Source: an optimization exercise on an open RTL-to-GDS flow (aim: small area, a short achievable clock period and few clock cycles). Production flows keep margins and buffers that such runs may drop.
Function was checked by simulation only, so behaviour that the tests miss may differ from the original.
Power and IR drop assume default switching activity.

==> 10-27: inputs <==
## skc_top
module skc_top (
    input  wire         clk,
    input  wire         rst,
    input  wire         csr_valid,
    input  wire         csr_write,
    input  wire [7:0]   csr_addr,
    input  wire [31:0]  csr_wdata,
    output wire         csr_ready,
    output reg  [31:0]  csr_rdata,
    input  wire         cmd_valid,
    output wire         cmd_ready,
    input  wire [63:0]  cmd_word,
    input  wire [31:0]  cmd_key,
    output wire         rsp_valid,
    input  wire         rsp_ready,
    output wire [3:0]   rsp_status,
    output wire [63:0]  rsp_est,
    output wire         hreq_valid,
    input  wire         hreq_ready,
    output wire [31:0]  hreq_key,
    output wire [7:0]   hreq_klen,
    output wire [7:0]   hreq_seed,
    input  wire         hrsp_valid,
    output wire         hrsp_ready,
    input  wire [31:0]  hrsp_value
);
==> module skc_thr_ge, before the edit <==
module skc_thr_ge (
    input  wire        clk,
    input  wire        start,
    input  wire        step,
    input  wire [15:0] a,
    input  wire [15:0] v,
    input  wire [63:0] thr,
    output wire        ge
);
    wire [10:0] e_field = thr[62:52];
    wire [52:0] sig     = {1'b1, thr[51:0]};
    reg  [60:0] acc;               
    reg  [31:0] p_hi;              
    reg         sticky;            
    wire [7:0]  chunk   = start ? v[15:8] : v[7:0];
    wire [68:0] base    = start ? 69'd0 : {acc, 8'd0};
    reg  [68:0] r [0:8];
    integer i;
    always @(*) begin
        for (i = 0; i < 8; i = i + 1)
            r[i] = {16'd0, (chunk[i] ? sig : 53'd0)} << i;
        r[8] = base;
    end
    function [137:0] csa(input [68:0] x, input [68:0] y, input [68:0] z);
        csa = {((x & y) | (x & z) | (y & z)) << 1, x ^ y ^ z};
    endfunction
    wire [137:0] l1a = csa(r[0], r[1], r[2]);
    wire [137:0] l1b = csa(r[3], r[4], r[5]);
    wire [137:0] l1c = csa(r[6], r[7], r[8]);
    wire [137:0] l2a = csa(l1a[68:0], l1a[137:69], l1b[68:0]);
    wire [137:0] l2b = csa(l1b[137:69], l1c[68:0], l1c[137:69]);
    wire [137:0] l3  = csa(l2a[68:0], l2a[137:69], l2b[68:0]);
    wire [137:0] l4  = csa(l3[68:0], l3[137:69], l2b[137:69]);
    wire [68:0]  prod = l4[68:0] + l4[137:69];
    always @(posedge clk) begin
        acc    <= prod[60:0];
        p_hi   <= prod[68:37];
        sticky <= (prod[36:0] != 37'd0);
    end
    wire        big     = (e_field > 11'd1038);                     
    wire        tiny    = (e_field < 11'd1007);                     
    wire [4:0]  sh      = 5'd30 - e_field[4:0] + 5'd16;             
    wire [46:0] a_sh    = {31'd0, a} << sh;
    wire        ge_mid  = (a_sh > {15'd0, p_hi}) || ((a_sh == {15'd0, p_hi}) && !sticky);
    assign ge = big  ? (v == 16'd0) :
                tiny ? ((v == 16'd0) || (a != 16'd0)) :
                ge_mid;
endmodule
clock: 34.0 ns
lec_check: 0
cap_margin: 20
cell_pad_in_sites_detail_placement: 0
cell_pad_in_sites_global_placement: 0
core_margin: 2
core_utilization: 55
place_density: 0.65
slew_margin: 20
run.sh (not shown) runs the stock make flow with config.mk's settings and CLKGATE_MAP_FILE= SYNTH_SCRIPT=/design/flow/synth_recipe.tcl, a recipe that flattens the netlist after the stock synthesis.
==> 12-01: changes against 10-27 <==
--- a/flow/design.v
+++ b/flow/design.v
@@ -175,13 +175,14 @@
     reg [2:0]  req_cnt;
     reg [2:0]  rsp_cnt;
     reg [2:0]  nl_r [0:3];
     reg [1:0]  bi_r [0:3];
     reg [1:0]  hi_r;
     reg        hc_pend;
-    reg [32:0] hc;             
+    reg [33:0] hc;             
+    reg [15:0] v_last;
     reg [3:0]  rsp_status_r;
     reg        est_en;
     reg [3:0]  m_l;
     reg [7:0]  m8;
     reg [15:0] m16;
     reg [15:0] vmin;
@@ -346,45 +347,57 @@
         end
     end
     wire        a_ltl  = l_ltl[nl_new];
     wire        a_lt8  = l_lt8[bi_new];
     wire        a_lt16 = l_lt16[bi_new];
     wire        a_ltv  = l_ltv[bi_new];
+    wire        n_mfound = mfound || (a_mid && a_eq);
+    wire [15:0] n_mval   = mfound ? mval : a_val;
+    wire        n_ffound = ffound || (a_mid && !a_occ);
+    wire [15:0] n_m16    = (a_mid && a_lt16) ? a_v16 : m16;
+    wire [15:0] v_next   = n_mfound ? n_mval : ((n_ffound && is_insert) ? 16'd0 : n_m16);
     reg [3:0]  cap_lv  [0:3];
     reg [7:0]  cap_v8  [0:3];
     reg [15:0] cap_v16 [0:3];
     wire        slot_ok = mfound || ffound;
     wire [1:0]  slot_f  = mfound ? midx : fidx;
-    wire [15:0] v_ins   = mfound ? mval : (ffound ? 16'd0 : m16);
-    wire [15:0] v_qry   = mfound ? mval : m16;
-    wire [17:0] s_ins   = {14'd0, m_l} + {10'd0, m8} + {2'd0, v_ins};
+    function [35:0] csa3(input [17:0] x, input [17:0] y, input [17:0] z);
+        csa3 = {((x & y) | (x & z) | (y & z)), x ^ y ^ z};
+    endfunction
+    wire [35:0] s_cs    = csa3({14'd0, m_l}, {10'd0, m8}, {2'd0, v_last});
+    wire [17:0] s_sum   = s_cs[17:0];
+    wire [17:0] s_cy    = {s_cs[34:18], 1'b0};
     wire [4:0]  lo_a    = {1'b0, count[3:0]} + {1'b0, m_l};
     wire [9:0]  lo_x    = {1'b0, count[8:0]} + {6'd0, m_l} + {2'd0, m8};
-    wire [18:0] lo_y    = {1'b0, count[17:0]} + {1'b0, s_ins};
+    wire [35:0] y_cs    = csa3(count[17:0], s_sum, s_cy);
+    wire [18:0] lo_y    = {1'b0, y_cs[17:0]} + {y_cs[35:18], 1'b0};
     wire        a_sat   = (count[31:4] != 28'd0) || (lo_a >= 5'd15);
     wire        x_sat   = (count[31:9] != 23'd0) || (lo_x >= 10'd269);
     wire        y_sat   = (count[31:18] != 14'd0) || (lo_y >= 19'd65803);
-    wire [17:0] s_h     = is_insert ? s_ins : 18'd65802;
-    wire [33:0] h_sum   = {1'b0, hc} + {16'd0, s_h};
+    wire [33:0] hs_sum  = {16'd0, s_sum};
+    wire [33:0] hs_cy   = {16'd0, s_cy};
+    wire [33:0] h_x     = hc ^ hs_sum ^ hs_cy;
+    wire [33:0] h_c     = {((hc & hs_sum) | (hc & hs_cy) | (hs_sum & hs_cy)), 1'b0};
+    wire [33:0] h_sum   = h_x + h_c;
     localparam [33:0] H_CAP = 34'hFFFFFFFF + 34'd65802;
     wire        h_sat   = (h_sum > H_CAP);
     wire [32:0] est_h   = h_sat ? H_CAP[32:0] : h_sum[32:0];
-    wire [33:0] h_new_w = {1'b0, hc} + {16'd0, s_ins} - 34'd65802;
+    wire [33:0] h_new_w = h_sum - 34'd65802;
     wire [31:0] heavy_new = h_sat ? 32'hFFFFFFFF : h_new_w[31:0];
     reg [32:0] est;
     always @(*) begin
         if (is_insert) begin
             if (!a_sat)      est = {28'd0, lo_a};
             else if (!x_sat) est = {23'd0, lo_x};
             else if (!y_sat) est = {14'd0, lo_y};
             else             est = est_h;
         end else begin
-            if (m_l != 4'hF)            est = {29'd0, m_l};
-            else if (m8 != 8'hFF)       est = {25'd0, m8} + 33'd14;
-            else if (v_qry != 16'hFFFF) est = {17'd0, v_qry} + 33'd268;
-            else                        est = est_h;
+            if (m_l != 4'hF)             est = {29'd0, m_l};
+            else if (m8 != 8'hFF)        est = {25'd0, m8} + 33'd14;
+            else if (v_last != 16'hFFFF) est = {17'd0, v_last} + 33'd268;
+            else                         est = est_h;
         end
     end
     wire [7:0]  c8_cand  = lo_x[7:0] - 8'd14;                       
     wire [15:0] y_m268   = lo_y[15:0] - 16'd268;
     wire [15:0] m16r     = y_sat ? 16'hFFFF : y_m268;               
     wire fin     = fin_q;              
@@ -490,12 +503,13 @@
                         bi_r[aj]    <= bi_new;
                         cap_lv[aj]  <= a_lv;
                         cap_v8[aj]  <= a_v8;
                         cap_v16[aj] <= a_v16;
                         if (rsp_cnt == 3'd0)
                             hi_r <= hi_new;
+                        v_last <= v_next;
                         if (a_lt && a_ltl)
                             m_l <= a_lv;
                         if (a_mid) begin
                             if (a_lt8)  m8  <= a_v8;
                             if (a_lt16) m16 <= a_v16;
                             if (rsp_cnt == 3'd0 || a_ltv) begin
@@ -539,13 +553,13 @@
             endcase
         end
     end
     always @(posedge clk) begin
         hc_pend <= (fsm == S_HASH) && hrsp_fire && (rsp_cnt == 3'd0);
         if (hc_pend)
-            hc <= {1'b0, heavy[hi_r]} + {1'b0, count};
+            hc <= {2'd0, heavy[hi_r]} + (is_insert ? {2'd0, count} : 34'h3FFFFFFFD);
     end
     wire clr = !rst && (fsm == S_CFG) && cfg_valid;
     wire [3:0]  wd_nib = (a_sat ? 4'hF : lo_a[3:0]) & {4{~clr}};
     wire [7:0]  wd_c8  = (x_sat ? 8'hFF : c8_cand) & {8{~clr}};
     wire [2:0]  wd_kls = (ev2 ? ev_klen : klen) & {3{~clr}};
     wire [31:0] wd_key = (ev2 ? ev_key : key) & {32{~clr}};
- CTS_BUF_LIST: unset -> sky130_fd_sc_hd__clkbuf_8
==> 12-24: changes against 10-27 <==
--- a/flow/design.v
+++ b/flow/design.v
@@ -80,33 +80,16 @@
     wire [10:0] e_field = thr[62:52];
     wire [52:0] sig     = {1'b1, thr[51:0]};
     reg  [60:0] acc;               
     reg  [31:0] p_hi;              
     reg         sticky;            
     wire [7:0]  chunk   = start ? v[15:8] : v[7:0];
-    wire [68:0] base    = start ? 69'd0 : {acc, 8'd0};
-    reg  [68:0] r [0:8];
-    integer i;
-    always @(*) begin
-        for (i = 0; i < 8; i = i + 1)
-            r[i] = {16'd0, (chunk[i] ? sig : 53'd0)} << i;
-        r[8] = base;
-    end
-    function [137:0] csa(input [68:0] x, input [68:0] y, input [68:0] z);
-        csa = {((x & y) | (x & z) | (y & z)) << 1, x ^ y ^ z};
-    endfunction
-    wire [137:0] l1a = csa(r[0], r[1], r[2]);
-    wire [137:0] l1b = csa(r[3], r[4], r[5]);
-    wire [137:0] l1c = csa(r[6], r[7], r[8]);
-    wire [137:0] l2a = csa(l1a[68:0], l1a[137:69], l1b[68:0]);
-    wire [137:0] l2b = csa(l1b[137:69], l1c[68:0], l1c[137:69]);
-    wire [137:0] l3  = csa(l2a[68:0], l2a[137:69], l2b[68:0]);
-    wire [137:0] l4  = csa(l3[68:0], l3[137:69], l2b[137:69]);
-    wire [68:0]  prod = l4[68:0] + l4[137:69];
+    wire [60:0] pp      = chunk * sig;
+    wire [68:0] prod    = {acc, 8'd0} + {8'd0, pp};
     always @(posedge clk) begin
-        acc    <= prod[60:0];
+        acc    <= pp;
         p_hi   <= prod[68:37];
         sticky <= (prod[36:0] != 37'd0);
     end
     wire        big     = (e_field > 11'd1038);                     
     wire        tiny    = (e_field < 11'd1007);                     
     wire [4:0]  sh      = 5'd30 - e_field[4:0] + 5'd16;             
- CELL_PAD_IN_SITES_DETAIL_PLACEMENT: 0 -> 2
- CELL_PAD_IN_SITES_GLOBAL_PLACEMENT: 0 -> 2
- CORE_UTILIZATION: 55 -> 25
- PLACE_DENSITY: 0.65 -> 0.38
==> 01-03: changes against 10-27 <==
--- a/flow/design.v
+++ b/flow/design.v
@@ -175,13 +175,14 @@
     reg [2:0]  req_cnt;
     reg [2:0]  rsp_cnt;
     reg [2:0]  nl_r [0:3];
     reg [1:0]  bi_r [0:3];
     reg [1:0]  hi_r;
     reg        hc_pend;
-    reg [32:0] hc;             
+    reg [33:0] hc;             
+    reg [15:0] v_last;
     reg [3:0]  rsp_status_r;
     reg        est_en;
     reg [3:0]  m_l;
     reg [7:0]  m8;
     reg [15:0] m16;
     reg [15:0] vmin;
@@ -346,45 +347,57 @@
         end
     end
     wire        a_ltl  = l_ltl[nl_new];
     wire        a_lt8  = l_lt8[bi_new];
     wire        a_lt16 = l_lt16[bi_new];
     wire        a_ltv  = l_ltv[bi_new];
+    wire        n_mfound = mfound || (a_mid && a_eq);
+    wire [15:0] n_mval   = mfound ? mval : a_val;
+    wire        n_ffound = ffound || (a_mid && !a_occ);
+    wire [15:0] n_m16    = (a_mid && a_lt16) ? a_v16 : m16;
+    wire [15:0] v_next   = n_mfound ? n_mval : ((n_ffound && is_insert) ? 16'd0 : n_m16);
     reg [3:0]  cap_lv  [0:3];
     reg [7:0]  cap_v8  [0:3];
     reg [15:0] cap_v16 [0:3];
     wire        slot_ok = mfound || ffound;
     wire [1:0]  slot_f  = mfound ? midx : fidx;
-    wire [15:0] v_ins   = mfound ? mval : (ffound ? 16'd0 : m16);
-    wire [15:0] v_qry   = mfound ? mval : m16;
-    wire [17:0] s_ins   = {14'd0, m_l} + {10'd0, m8} + {2'd0, v_ins};
+    function [35:0] csa3(input [17:0] x, input [17:0] y, input [17:0] z);
+        csa3 = {((x & y) | (x & z) | (y & z)), x ^ y ^ z};
+    endfunction
+    wire [35:0] s_cs    = csa3({14'd0, m_l}, {10'd0, m8}, {2'd0, v_last});
+    wire [17:0] s_sum   = s_cs[17:0];
+    wire [17:0] s_cy    = {s_cs[34:18], 1'b0};
     wire [4:0]  lo_a    = {1'b0, count[3:0]} + {1'b0, m_l};
     wire [9:0]  lo_x    = {1'b0, count[8:0]} + {6'd0, m_l} + {2'd0, m8};
-    wire [18:0] lo_y    = {1'b0, count[17:0]} + {1'b0, s_ins};
+    wire [35:0] y_cs    = csa3(count[17:0], s_sum, s_cy);
+    wire [18:0] lo_y    = {1'b0, y_cs[17:0]} + {y_cs[35:18], 1'b0};
     wire        a_sat   = (count[31:4] != 28'd0) || (lo_a >= 5'd15);
     wire        x_sat   = (count[31:9] != 23'd0) || (lo_x >= 10'd269);
     wire        y_sat   = (count[31:18] != 14'd0) || (lo_y >= 19'd65803);
-    wire [17:0] s_h     = is_insert ? s_ins : 18'd65802;
-    wire [33:0] h_sum   = {1'b0, hc} + {16'd0, s_h};
+    wire [33:0] hs_sum  = {16'd0, s_sum};
+    wire [33:0] hs_cy   = {16'd0, s_cy};
+    wire [33:0] h_x     = hc ^ hs_sum ^ hs_cy;
+    wire [33:0] h_c     = {((hc & hs_sum) | (hc & hs_cy) | (hs_sum & hs_cy)), 1'b0};
+    wire [33:0] h_sum   = h_x + h_c;
     localparam [33:0] H_CAP = 34'hFFFFFFFF + 34'd65802;
     wire        h_sat   = (h_sum > H_CAP);
     wire [32:0] est_h   = h_sat ? H_CAP[32:0] : h_sum[32:0];
-    wire [33:0] h_new_w = {1'b0, hc} + {16'd0, s_ins} - 34'd65802;
+    wire [33:0] h_new_w = h_sum - 34'd65802;
     wire [31:0] heavy_new = h_sat ? 32'hFFFFFFFF : h_new_w[31:0];
     reg [32:0] est;
     always @(*) begin
         if (is_insert) begin
             if (!a_sat)      est = {28'd0, lo_a};
             else if (!x_sat) est = {23'd0, lo_x};
             else if (!y_sat) est = {14'd0, lo_y};
             else             est = est_h;
         end else begin
-            if (m_l != 4'hF)            est = {29'd0, m_l};
-            else if (m8 != 8'hFF)       est = {25'd0, m8} + 33'd14;
-            else if (v_qry != 16'hFFFF) est = {17'd0, v_qry} + 33'd268;
-            else                        est = est_h;
+            if (m_l != 4'hF)             est = {29'd0, m_l};
+            else if (m8 != 8'hFF)        est = {25'd0, m8} + 33'd14;
+            else if (v_last != 16'hFFFF) est = {17'd0, v_last} + 33'd268;
+            else                         est = est_h;
         end
     end
     wire [7:0]  c8_cand  = lo_x[7:0] - 8'd14;                       
     wire [15:0] y_m268   = lo_y[15:0] - 16'd268;
     wire [15:0] m16r     = y_sat ? 16'hFFFF : y_m268;               
     wire fin     = fin_q;              
@@ -490,12 +503,13 @@
                         bi_r[aj]    <= bi_new;
                         cap_lv[aj]  <= a_lv;
                         cap_v8[aj]  <= a_v8;
                         cap_v16[aj] <= a_v16;
                         if (rsp_cnt == 3'd0)
                             hi_r <= hi_new;
+                        v_last <= v_next;
                         if (a_lt && a_ltl)
                             m_l <= a_lv;
                         if (a_mid) begin
                             if (a_lt8)  m8  <= a_v8;
                             if (a_lt16) m16 <= a_v16;
                             if (rsp_cnt == 3'd0 || a_ltv) begin
@@ -539,13 +553,13 @@
             endcase
         end
     end
     always @(posedge clk) begin
         hc_pend <= (fsm == S_HASH) && hrsp_fire && (rsp_cnt == 3'd0);
         if (hc_pend)
-            hc <= {1'b0, heavy[hi_r]} + {1'b0, count};
+            hc <= {2'd0, heavy[hi_r]} + (is_insert ? {2'd0, count} : 34'h3FFFFFFFD);
     end
     wire clr = !rst && (fsm == S_CFG) && cfg_valid;
     wire [3:0]  wd_nib = (a_sat ? 4'hF : lo_a[3:0]) & {4{~clr}};
     wire [7:0]  wd_c8  = (x_sat ? 8'hFF : c8_cand) & {8{~clr}};
     wire [2:0]  wd_kls = (ev2 ? ev_klen : klen) & {3{~clr}};
     wire [31:0] wd_key = (ev2 ? ev_key : key) & {32{~clr}};
==> flow/flow/run.sh (new file) <==
#!/bin/bash
# The standard layout, with repair_timing aiming for setup slack of at least
# SETUP_SLACK_MARGIN at the design's clock period (the SDC is unchanged).
set -euo pipefail
bash standard.sh SETUP_SLACK_MARGIN=18.5 finish > make_finish.log 2>&1
==> flow/standard.sh (new file) <==
#!/bin/bash
# synth_recipe.tcl (not shown) runs the flow's synth.tcl, then flattens the netlist and writes it again
# the make line also repeats each setting of config.mk as NAME=value (left out here)
make -C /OpenROAD-flow-scripts/flow DESIGN_CONFIG=/design/flow/config.mk WORK_HOME=/design/flow/orfs CLKGATE_MAP_FILE= SYNTH_SCRIPT=/design/flow/synth_recipe.tcl "${@:-finish}"
removed: flow/run.sh
==> run notes <==
metric                                                                       01-03       12-01       12-24       10-27
Run status                                                timing/DRC/antenna clean  timing/DRC/antenna clean  timing/DRC/antenna clean  timing/DRC/antenna clean
Number of core rows                                                            182         182         273         182
Critical path buffer and inverter count                                          4           4           3           4
Most used cell, CP                                                               -       buf_4       buf_4     a21oi_1
Detailed-route vias per instance                                              6.78        6.75        5.34        6.78
Overall routed net length                                                507000 µm   506000 µm   718000 µm   516000 µm
Combinational share of power                                                 12.1%       12.9%       10.6%       18.5%
Overall power                                                              7.21 mW     6.69 mW     7.61 mW     7.77 mW
Count of routing violations after the opening detailed-route iteration       16000       15500        7983       16100
Highest clock rate                                                      0.0641 GHz  0.0574 GHz  0.0576 GHz  0.0569 GHz
Combinational cell power                                                    873 µW      864 µW      809 µW     1.44 mW
Portion of netlist area occupied by mux cells                                3.11%       3.11%       3.29%       2.52%
Number of enable flip-flop cells after synthesis                              2093        2093        2076        2076
Insertion delay to the later sink of the worst-skew pair                   0.99 ns     1.20 ns     1.00 ns     0.99 ns
Fraction of synthesized cell area in xor and xnor cells                      2.61%       2.61%       3.05%       2.74%
Worst slew margin relative to its limit                                      16.8%       19.8%       20.2%       11.5%
Net switching power                                                        1.85 mW     1.84 mW     2.06 mW     2.22 mW
Testbench counts of 10-27, summed over its fixed seeds: cycles 56,000.
Testbench counts of 12-01, summed over its fixed seeds: cycles 56,000.
Testbench counts of 12-24, summed over its fixed seeds: cycles 56,000.
Testbench counts of 01-03, summed over its fixed seeds: cycles 56,000.

-- afterwards: timing with drivers on the ports --
No port has a modelled driver above. Below, the same layouts with a new extraction and two added sets of constraints. Step 1: set_driving_cell puts a clkbuf_16 on clk and a buf_2 on each other input, an assumption about the parent block. Step 2 adds t to the input delays and takes it off the output delays; t is the mean of the earliest and latest rising clock arrival at the registers after step 1. Input paths then give back, and output paths get back, about the clock's delay inside the block. a / b / c = no drivers / after step 1 / after step 2; a / b = the first two.
run	shift t [ns]	setup slack, ns	worst setup path after step 2	worst data-port slew with drivers (ns)	cell pins on the clock port's net
10-27	1.038	16.427 / 16.391 / 16.391	input to output	0.15	1
12-01	1.214	16.587 / 16.539 / 16.539	input to output	0.22	1
12-24	1.069	16.639 / 16.613 / 16.613	input to output	0.28	1
01-03	1.030	18.396 / 18.232 / 18.232	input to output	0.27	1
After both steps every run listed still meets setup and hold. For 01-03, which loses most, drivers alone change the setup slack by -0.164 ns; drivers and shift together by -0.164 ns.
